This design comes from an exercise in tuning for small area, a short achievable clock period and few clock cycles per item on the open sky130 flow, not from production work.
Power is estimated from default activity; no workload was simulated.

Design securec_core, start of the top module:
module securec_core (
    input  wire       clk,
    input  wire       rst,       
    input  wire       we,        
    input  wire [4:0] addr,      
    input  wire [7:0] wdata,     
    output reg  [7:0] rdata,     
    output reg        trig       
);
Size: about 80 flip-flops.
clock: 38.0 ns
lec_check: 0
abc_area: 1
cap_margin: 20
core_margin: 2
core_utilization: 40
slew_margin: 20
standard.sh (not shown) runs the stock make flow with config.mk's settings and CLKGATE_MAP_FILE= SYNTH_SCRIPT=/design/flow/synth_recipe.tcl, a recipe that flattens the netlist after the stock synthesis.
==> flow/flow/run.sh <==
#!/bin/bash
# The standard layout (standard.sh), with these changes of setting:
# - plain buffers (buf_2) on the input and output ports, not the delay
#   buffer that buffer_ports picks by default;
# - timing repair aimed at a setup slack of 22 ns, so that it works on the
#   paths of the period the design reaches, not only on the clock period;
# - clock tree from clkbuf_8 buffers, without dummy loads.
# The make output goes to standard.log; ORFS's own logs are under orfs/logs.
set -euo pipefail
bash standard.sh "BUFFER_PORTS_ARGS=-buffer_cell sky130_fd_sc_hd__buf_2" SETUP_SLACK_MARGIN=22 \
  "CTS_ARGS=-sink_clustering_enable -repair_clock_nets -buf_list sky130_fd_sc_hd__clkbuf_8 -dont_use_dummy_load" \
  finish > standard.log 2>&1
==> next run, changes <==
--- a/flow/design.v
+++ b/flow/design.v
@@ -141,14 +141,36 @@
             s[13] = w82;
             c[13] = w83;
             s[14] = (a[7] & b[7]);
             c[14] = w84;
             mul8 = add16(s, c);
         end
     endfunction
+    function [9:0] sub9r;
+        input [8:0] x;
+        input [8:0] y;
+        reg [8:0] g, p, G, P;
+        begin
+            g = x & y;
+            p = x | y;
+            G = g; P = p;
+            G[0] = g[0] | p[0];
+            G[1] = G[1] | (P[1] & G[0]); P[1] = P[1] & P[0];
+            G[2] = G[2] | (P[2] & G[1]); P[2] = P[2] & P[1];
+            G[3] = G[3] | (P[3] & G[2]); P[3] = P[3] & P[2];
+            G[4] = G[4] | (P[4] & G[3]); P[4] = P[4] & P[3];
+            G[5] = G[5] | (P[5] & G[4]); P[5] = P[5] & P[4];
+            G[6] = G[6] | (P[6] & G[5]); P[6] = P[6] & P[5];
+            G[7] = G[7] | (P[7] & G[6]); P[7] = P[7] & P[6];
+            G[8] = G[8] | (P[8] & G[7]); P[8] = P[8] & P[7];
+            sub9r[0] = ~(x[0] ^ y[0]);
+            sub9r[8:1] = (x[8:1] ^ G[7:0]) ^ y[8:1];
+            sub9r[9] = ~G[8];
+        end
+    endfunction
     function [9:0] sub9;
         input [8:0] x;
         input [8:0] y;
         reg [8:0] g, p, G, P;
         begin
             g = x & y;
             p = x | y;
@@ -178,15 +200,14 @@
         input [7:0] n;
         reg [15:0] p;
         reg [9:0]  x, n3;
         reg [10:0] t1, t2, t3;
         reg [9:0]  u;
         begin
             p  = mul8(a, b);
-            n3 = {2'b00, n} + {1'b0, n, 1'b0};
             x  = {2'b00, p[15:8]};
             u  = {1'b0, x[7:0], p[7]};
             t1[9:0] = sub9(u[8:0], ~{1'b0, n});
             x  = t1[9] ? u : {1'b0, t1[8:0]};
             u  = {1'b0, x[7:0], p[6]};
             t1[9:0] = sub9(u[8:0], ~{1'b0, n});
             x  = t1[9] ? u : {1'b0, t1[8:0]};
@@ -202,28 +223,27 @@
             u  = {1'b0, x[7:0], p[2]};
             t1[9:0] = sub9(u[8:0], ~{1'b0, n});
             x  = t1[9] ? u : {1'b0, t1[8:0]};
             u  = {1'b0, x[7:0], p[1]};
             t1[9:0] = sub9(u[8:0], ~{1'b0, n});
             x  = t1[9] ? u : {1'b0, t1[8:0]};
             u  = {1'b0, x[7:0], p[0]};
-            t1[9:0] = sub9(u[8:0], ~{1'b0, n});
+            t1[9:0] = sub9r(u[8:0], ~{1'b0, n});
             x  = t1[9] ? u : {1'b0, t1[8:0]};
             modmul = x[7:0];
         end
     endfunction
     wire       cmd_write = we && (addr == 5'h00) && !trig;
     wire [7:0] mul_a     = !trig ? 8'd1 : (st[0] ? res : ib0);
     wire [7:0] mm        = modmul(mul_a, ib0, ib2);
     wire [7:0] cmp_or = (ib0 ^ 8'h69) | (ib1 ^ 8'h6E) | (ib2 ^ 8'h66) | (ib3 ^ 8'h69) |
                         (ib4 ^ 8'h6E) | (ib5 ^ 8'h65) | (ib6 ^ 8'h6F) | (ib7 ^ 8'h6E);
     wire ib_write = we && !trig && (addr[4:3] == 2'b10);
     wire [7:0] e_shr = {1'b0, ib1[7:1]};
     wire       b01   = (ib0[7:1] == 7'd0);    
-    wire       idem  = (mm == ib0);           
     always @(posedge clk) begin
         if (ib_write) begin
             case (addr[2:0])
                 3'd0: ib0 <= wdata;
                 3'd1: ib1 <= wdata;
                 3'd2: ib2 <= wdata;
                 3'd3: ib3 <= wdata;
@@ -233,18 +253,15 @@
                 default: ib7 <= wdata;
             endcase
         end else if (cmd_write && wdata == 8'h01) begin
             ib0 <= mm;
             ib1 <= e_shr;
         end else if (trig && st == ST_SQR) begin
             ib0 <= mm;
-            if (idem)
-                ib1 <= 8'd1;    
-            else if (!ib1[0] || one)
-                ib1 <= e_shr;
+            if (!ib1[0] || one) ib1 <= e_shr;
         end else if (trig && st == ST_MUL) begin
             ib1 <= e_shr;
         end
     end
     always @(posedge clk) begin
         if (rst) begin
             trig    <= 1'b0;
@@ -288,22 +305,14 @@
                     err_mz <= 1'b1;
                 end
                 ST_SQR: begin
                     if (b01) begin
                         if (one || !ib0[0]) res <= mm;
                         trig <= 1'b0;
                         done <= 1'b1;
-                    end else if (idem) begin
-                        if (one) begin
-                            res  <= mm;
-                            trig <= 1'b0;
-                            done <= 1'b1;
-                        end else begin
-                            st <= ST_MUL;
-                        end
                     end else if (ib1[0]) begin
                         if (one) begin
                             res <= mm;
                             one <= 1'b0;
                             if (e_shr == 8'd0) begin
                                 trig <= 1'b0;
                                 done <= 1'b1;
Outcome: The new run produced a clean layout; worst hold slack improves by 0.0073 ns; sequential cell count does not change; non-clock buffer count goes up by 7; clock skew decreases by 0.012 ns; sequential power is about the same; setup slack gets worse by 0.14 ns.
Function was not checked in any run of this note: the RTL went through the layout flow alone.

==> static timing again, ports no longer ideal <==
Ports are ideal in the flow. The routed layouts listed here were re-timed in OpenROAD. Step 1 (the two cells are an assumption about what drives the block):
set clk [get_ports {clk}]
set_driving_cell -lib_cell sky130_fd_sc_hd__clkbuf_16 $clk
set_driving_cell -lib_cell sky130_fd_sc_hd__buf_2 [delete_from_list [all_inputs] $clk]
Step 2 also shifts input and output timing later by t, the mid clock arrival at the registers, as if the neighbouring blocks saw the same clock. Slacks: ideal / step 1 / step 2; pairs: ideal / step 1.
run	shift t [ns]	setup WS [ns]	latest minus earliest clock arrival (ns)	worst register clock-pin slew, ns	worst slew at a driven data input, ns
the first run	0.374	22.002 / 21.950 / 21.950	0.030 / 0.030	0.09 / 0.09	0.07
the second run	0.380	21.858 / 21.825 / 21.825	0.018 / 0.018	0.08 / 0.08	0.05
After both steps every run listed still meets setup and hold. The setup slack of the first run, which loses most, moves by -0.052 ns with the drivers and by -0.052 ns with both steps.
